What follows belongs to an exercise in optimizing a design on an open flow for small area, a short achievable clock period and few clock cycles per item; a production flow would make more cautious choices. In this exercise RTL edits were held to simulation tests only and were not proved equivalent to the original. Power and IR drop assume default switching activity.

==> design.v <==
module tc_lzw_enc (
    input  wire        clk,
    input  wire        rst,         
    input  wire        in_valid,
    output wire        in_ready,
    input  wire [6:0]  in_sym,
    input  wire        in_last,
    output wire        out_valid,
    input  wire        out_ready,
    output wire [15:0] out_code,
    output wire        out_last
);
    localparam integer NENT = 256;           
    reg         ib_v;                        
    reg  [6:0]  ib_sym;
    reg         ib_last;
    reg         sk_v;                        
    reg  [6:0]  sk_sym;
    reg         sk_last;
    reg         wv;                          
    reg         fl;                          
    reg  [8:0]  wc;                          
    wire [15:0] key = {wc, ib_sym};          
    reg  [8:0]  wcn;                         
    reg  [6:0]  ibn;                         
    wire [15:0] keyn = {wcn, ibn};
    reg         hv, tv;                      
    reg  [8:0]  h_code, t_code;              
    reg         h_last, t_last;
    wire fire = ib_v && !fl && (ib_last ? !hv : !tv);
    assign in_ready  = !sk_v;
    assign out_valid = hv;
    assign out_code  = {7'd0, h_code};
    assign out_last  = h_last;
    reg  [8:0]  acnt;                        
    reg         pv;                          
    reg  [15:0] pkey;                        
    reg         full;                        
    reg  [15:0] ent [0:NENT-1];
    wire [255:0] hitv;
    reg  [15:0] vhi_gt, vhi_eq, vlo_gt;
    wire [8:0]  acnt_inc = acnt + 9'd1;
    reg  [15:0] nhi_gt, nhi_eq, nlo_gt;
    integer     m;
    always @* begin
        for (m = 0; m < 16; m = m + 1) begin
            nhi_gt[m] = acnt_inc[8] | (acnt_inc[7:4] > m);
            nhi_eq[m] = !acnt_inc[8] & (acnt_inc[7:4] == m);
            nlo_gt[m] = (acnt_inc[3:0] > m);
        end
    end
    genvar g;
    generate
        for (g = 0; g < NENT; g = g + 1) begin : g_ent
            always @(posedge clk)
                if (acnt == g)
                    ent[g] <= (g < 128) ? pkey : ~pkey;
            assign hitv[g] = (vhi_gt[g/16] | (vhi_eq[g/16] & vlo_gt[g%16])) &&
                             (ent[g] == ((g < 128) ? key : keyn));
        end
    endgenerate
    wire phit = pv && (pkey == key);
    reg [7:0] hidx;
    integer k;
    always @* begin
        hidx = phit ? acnt[7:0] : 8'd0;
        for (k = 0; k < NENT; k = k + 1)
            if (hitv[k]) hidx = hidx | k[7:0];
    end
    wire hit = phit || (|hitv);
    wire       flush  = fl && !tv;           
    wire       npush0 = flush || (fire && (wv ? !hit : ib_last));
    wire       npush1 = fire && wv && !hit && ib_last;
    wire [9:0] d0     = (fl || wv) ? {fl, wc} : {1'b1, 2'b00, ib_sym};    
    wire [9:0] d1     = {1'b1, 2'b00, ib_sym};
    wire learn = fire && wv && !ib_last && !hit && !full;
    wire clear = fire && (!wv || ib_last);   
    wire [8:0] nwc = {hit, hidx | ({1'b0, ib_sym} & {8{!hit}})};
    wire       ib_load = sk_v ? fire : (in_valid && (!ib_v || fire));
    wire [6:0] ib_src  = sk_v ? sk_sym : in_sym;
    wire       pop = hv && out_ready;
    wire       rh  = pop ? tv : hv;
    wire       rt  = !pop && tv;
    always @(posedge clk) begin
        ib_sym <= ib_load ?  ib_src : ~ibn;
        ibn    <= ib_load ? ~ib_src : ~ib_sym;
        wc     <= fire    ?  nwc    : ~wcn;
        wcn    <= fire    ? ~nwc    : ~wc;
    end
    wire [9:0] h_next = ({10{!rh}}         & d0) |
                        ({10{rh && pop}}   & {t_last, t_code}) |
                        ({10{rh && !pop}}  & {h_last, h_code});
    always @(posedge clk)
        {h_last, h_code} <= h_next;
    always @(posedge clk)
        pkey <= key;
    always @(posedge clk) begin
        if (rst) begin
            ib_v   <= 1'b0;
            sk_v   <= 1'b0;
            wv     <= 1'b0;
            fl     <= 1'b0;
            acnt   <= 9'd0;
            pv     <= 1'b0;
            full   <= 1'b0;
            vhi_gt <= 16'd0;
            vhi_eq <= 16'd1;
            vlo_gt <= 16'd0;
            hv     <= 1'b0;
            tv     <= 1'b0;
        end else begin
            if (sk_v) begin
                if (fire) sk_v <= 1'b0;
            end else if (in_valid && ib_v && !fire) begin
                sk_v    <= 1'b1;
                sk_sym  <= in_sym;
                sk_last <= in_last;
            end
            if (ib_load) begin
                ib_v    <= 1'b1;
                ib_last <= sk_v ? sk_last : in_last;
            end else if (fire) begin
                ib_v    <= 1'b0;
            end
            if (fire)
                wv <= !ib_last;
            if (fire)
                fl <= wv && hit && ib_last;
            else if (flush)
                fl <= 1'b0;
            if (clear) begin
                acnt   <= 9'd0;
                pv     <= 1'b0;
                full   <= 1'b0;
                vhi_gt <= 16'd0;
                vhi_eq <= 16'd1;
                vlo_gt <= 16'd0;
            end else begin
                if (pv) begin
                    acnt   <= acnt_inc;
                    vhi_gt <= nhi_gt;
                    vhi_eq <= nhi_eq;
                    vlo_gt <= nlo_gt;
                end
                pv <= learn;
                if (learn)
                    full <= (acnt + {8'd0, pv} == 9'd255);
            end
            hv <= rh || npush0;
            tv <= rt || (rh && npush0) || npush1;
            if (!rh)
                {t_last, t_code} <= d1;
            else if (!rt)
                {t_last, t_code} <= d0;
        end
    end
endmodule
==> flow/run.sh <==
#!/bin/bash
set -euo pipefail
bash standard.sh SETUP_SLACK_MARGIN=6.5 finish > standard_flow.log 2>&1
==> standard.sh <==
#!/bin/bash
# synth_recipe.tcl (not shown) runs the flow's synth.tcl, then flattens the netlist and writes it again
# the make line also repeats each setting of config.mk as NAME=value (left out here)
make -C /OpenROAD-flow-scripts/flow DESIGN_CONFIG=/design/flow/config.mk WORK_HOME=/design/flow/orfs CLKGATE_MAP_FILE= SYNTH_SCRIPT=/design/flow/synth_recipe.tcl "${@:-finish}"
==> config.mk <==
export PLATFORM = sky130hd
export DESIGN_NAME = tc_lzw_enc
export DESIGN_NICKNAME = tc_lzw_enc
export VERILOG_FILES = /design/flow/design.v
export SDC_FILE = /design/flow/constraint.sdc
export NUM_CORES = 4
export LEC_CHECK = 0
export CAP_MARGIN = 20
export CORE_MARGIN = 2
export CORE_UTILIZATION = 65
export SLEW_MARGIN = 20
export SYNTH_MEMORY_MAX_BITS = 16384
==> constraint.sdc <==
create_clock -name core_clock -period 10.0 [get_ports {clk}]
set_input_delay 2.0000 -clock core_clock [delete_from_list [all_inputs] [get_ports {clk}]]
set_output_delay 2.0000 -clock core_clock [all_outputs]
set_load 0.01 [all_outputs]
==> summary.md <==
| Metric | Value |
|---|---|
| Status | complete, no violations |
| Die width | 534.6 µm |
| GR Overflow Total | 0 |
| Distinct cells, synth | 83 |
| Wire length per cell | 39.94 µm |
| H-tree depth | 5 |
| Root buf cell | clkbuf_16 |
| Cell with the most instances after synthesis | edfxtp_1 |
| Pre-antenna DRT Iters | 10 |
| Setup CP Type | flip-flop to flip-flop |
| Sequential area share after synthesis | 0.6883 |
| Fin crit period | 3.874 ns |
| Post-synthesis compound-gate area fraction | 0.01730 |
| Buf/Inv on CP | 3 |
| Total power | 48.84 mW |
| Number of buffers created by CTS | 425 |
| EDFF count, synth | 4115 |
| Gpl congestion | 0.9621 |
| Starting Density | 0.6545 |
| First-pass GRT wire length | 895.9 mm |
| Top cells by count, synth | 4115 x edfxtp_1, 3312 x xor2_1, 815 x xnor2_1 |
| Total Neg Setup Slack | 0 ns |
| DP Area | 0.1876 mm² |
| Reg clk slew, reported paths | 0.07 ns |
| CTS tree | yes |
| Final hold violation count | 0 |
| Final period util | 0.3874 |
| Mapped cell area | 0.1830 mm² |
| CP max-delay cell | dfxtp_4 |
| Reg power frac | 0.430 |
| Clock share of power | 0.324 |
| Largest net degree at the start of global routing | 105 |
| Max-Slew Margin vs Limit | 0.1886 |
| # rows | 194 |
| YS warnings | 2 |
| WP data arrival | 4.82 ns |
| Post-synth top area share | 0.6752 |
| Hold buffer count at CTS | 0 |
| Initial DRC count | 19727 |
| Final Max Tran Viols | 0 |
| Clk buf depth | 4 |
| Async SR Flop Fraction | 0 |
| Post-synthesis adder-cell area fraction | 0.0005469 |
| DRC errors left | 0 |
| Max-Cap Viols | 0 |
| VDD IR-drop max | 0.2432 mV |
| Cell Pwr Density | 229.2 mW/mm² |
| Share of layout cells above drive strength 1 | 0.1639 |
| Top FF cell, synth | edfxtp_1 |
| Critical path fanouts, max | 16 |
| Routed WL | 670.9 mm |
| Worst min path class | flip-flop to flip-flop |
| Sink Count | 4235 |
| Nets | 12696 |
| Net switching power | 15.38 mW |
| Worst slew pin tran | 1.217 ns |
| Post-synthesis mux area share | 0.0007999 |
| Core footprint | 0.2796 mm² |
| Vias in the first global route | 109273 |
| Unrepaired setup endpoints after global routing | true |
| Critical Path Source Type | flip-flop |
| Crit. End Element | flip-flop |
| IO Pins | 31 |
| Setup-failing EPs final | 0 |
| CP Cell Sequence | buf_4 -> buf_16 -> xor2_1 -> nor4_1 -> nand4_1 -> o22ai_1 -> a311oi_1 -> buf_4 -> nand4_1 -> nor4_4 -> nand4_4 -> o211ai_1 -> a21boi_2 |
| Via count | 115322 |
| Simple-Gate Fraction of Synth Area | 0.06608 |
| Initial antenna violation count | 41 |
| Worst path max stage delay | 0.44 ns |
| WP data required | 10.95 ns |
| Pleak | 71.58 nW |
| Die Ht | 534.6 µm |
| Int Pwr | 33.45 mW |
| Synth area leaders | edfxtp_1 68%, xor2_1 16%, xnor2_1 3.9% |
| Max Fclk | 258.1 MHz |
| Mean Syn Cell Area | 15.45 µm² |
| Switching fraction of total power | 0.3150 |
| Delay-heaviest family, CP | simple AND/OR/NAND/NOR gates |
| Logic pwr share | 0.246 |
| Top cell type by total area after synthesis | edfxtp_1 |
| Worst skew pair latency | 1.02 ns |
| Detail Placement HPWL | 320.4 mm |
| IO Port Bufs | 23 |
| Die ar. | 0.2858 mm² |
| Via/cell ratio | 6.866 |
| Final Instance Area | 0.2131 mm² |
| XOR/XNOR share of the synthesized area | 0.1975 |
| Area Growth Syn to Fin | 16.43% |
| Fin Clk Skew | 0.04669 ns |
| Post-Syn Instances | 11848 |
| Global Route Usage Sum | 0.4611 |
| Routed Antenna Nets | 0 |
| Largest family of logic cells by synthesized area | XOR/XNOR gates |
| Synthesized flop and latch total | 4235 |
==> power by group through the flow <==
stage | clock (mW) | sequential [mW] | combinational (mW)
after global routing | 16.4 | 21.0 | 12.0
after CTS | 15.7 | 21.0 | 11.1
final | 15.8 | 21.0 | 12.0
after global placement | 0 | 21.7 | 8.25
after detailed placement | 0 | 21.7 | 8.36
after floorplan | 0 | 21.4 | 5.50
==> flip-flops by register name, summed over array words and instances, names as in the netlist, 7 cells and up <==
signal / flops
ent: 4096
pkey: 16
vhi_eq: 16
vhi_gt: 16
vlo_gt: 15
h_code: 9
t_code: 9
wc: 9
wcn: 9
acnt: 7
ib_sym: 7
ibn: 7
sk_sym: 7
==> layer usage <==
metal	track usage	share of wire	vias to the layer above
li1	-	-	44860
met1	0.5806	0.33	57973
met4	0.3278	0.092	31
met3	0.1376	0.15	2575
met2	0.6873	0.44	9883
met5	0.0001666	0.00081	-
==> cell type report <==
type,count,area (µm²)
Clock buffer,525,11200
Multi-Input combinational cell,6920,54530
Clock inverter,261,2361
Sequential cell,4235,126200
Inverter,48,262.8
Tap cell,3724,4659
Fill cell,16420,66550
Antenna cell,38,95.09
Timing Repair Buffer,1046,13750
==> metrics by stage <==
step | hold WS [ns] | cells | util | setup WS (ns)
after floorplan | 0.3310 | 11854 | - | 6.502
final | 0.4524 | 16797 | 0.7620 | 6.126
after CTS | 0.4358 | 16590 | 0.7514 | 6.270
after global placement | 0.4185 | 15398 | 0.6690 | 3.423
after global routing | 0.4607 | 16770 | 0.7618 | 6.205
after detailed placement | 0.4215 | 15423 | 0.6710 | 4.909
==> worst register-to-register path, cell delays in order, from the launching register on <==
cell and delay (ns):
dfxtp_4 0.44, buf_4 0.29, buf_16 0.28, xor2_1 0.25
nor4_1 0.09, nand4_1 0.12, o22ai_1 0.13, a311oi_1 0.31
buf_4 0.26, nand4_1 0.43, nor4_4 0.42, nand4_4 0.25
o211ai_1 0.33, a21boi_2 0.21
==> kinds of logic after synthesis <==
kind of cell / count (synthesis)
buffers and inverters: 699
AND/OR/NAND/NOR: 2226
adder cells (fa/ha/maj): 8
other: 1
multiplexers: 14
AO/OA/AOI/OAI: 538
XOR/XNOR: 4127
flip-flops: 4235
==> timing repair <==
item | 4_1_cts | 5_1_grt
setup endpoints to repair | 1700 | 546
gates cloned | 91 | 15
buffers inserted | 290 | 154
resized for setup | 605 | 187
endpoints found under the hold margin | 0 | 0
pin swaps | 70 | 80
==> worst paths after layout <==
path | depth (start not counted) | end | start | slack, ns
setup / recovery | 13 | wc[1] | wc[3] | 6.13
hold / removal | 1 | pv | full | 0.45
setup reg to reg | 13 | wc[1] | wc[3] | 6.13
hold reg to reg | 1 | pv | full | 0.45
==> cell usage in the layout (no fill, tap or decap), types with 138 or more instances in the layout <==
master        n
xor2_1     3301
nand3_1     180
nand4_1     299
edfxtp_1   4115
nor4_1      686
nor2_1      410
clkbuf_16   447
xnor2_1     814
a21oi_1     288
nor3_1      138
buf_4       629
buf_12      157
Testbench counts, summed over its fixed seeds: cycles 33,229, bytes 33,138.

## what the ideal ports hide
How much do the figures lean on ideal ports? The routed layout below was timed once more, with nothing changed but the port constraints. Step 1 (the two cells are an assumption about what drives the block):
set clk [get_ports {clk}]
set_driving_cell -lib_cell sky130_fd_sc_hd__clkbuf_16 $clk
set_driving_cell -lib_cell sky130_fd_sc_hd__buf_2 [delete_from_list [all_inputs] $clk]
Step 2 moves the port delays by t, midway between the first and last clock arrival at a register: inputs arrive t later, outputs are due t later. That takes back most of the time a late clock gives input paths. Slacks: ideal / step 1 / step 2; pairs: ideal / step 1.
shift t [ns]: 1.101
setup WS [ns]: 6.126 / 6.126 / 5.497
hold slack, ns: 0.452 / 0.452 / 0.452
clock arrival spread, ns: 0.049 / 0.049
pins driven straight from the clock port: 1
After both steps this run still meets setup and hold. For this run, drivers alone change the setup slack by 0.000 ns; drivers and shift together by -0.629 ns.
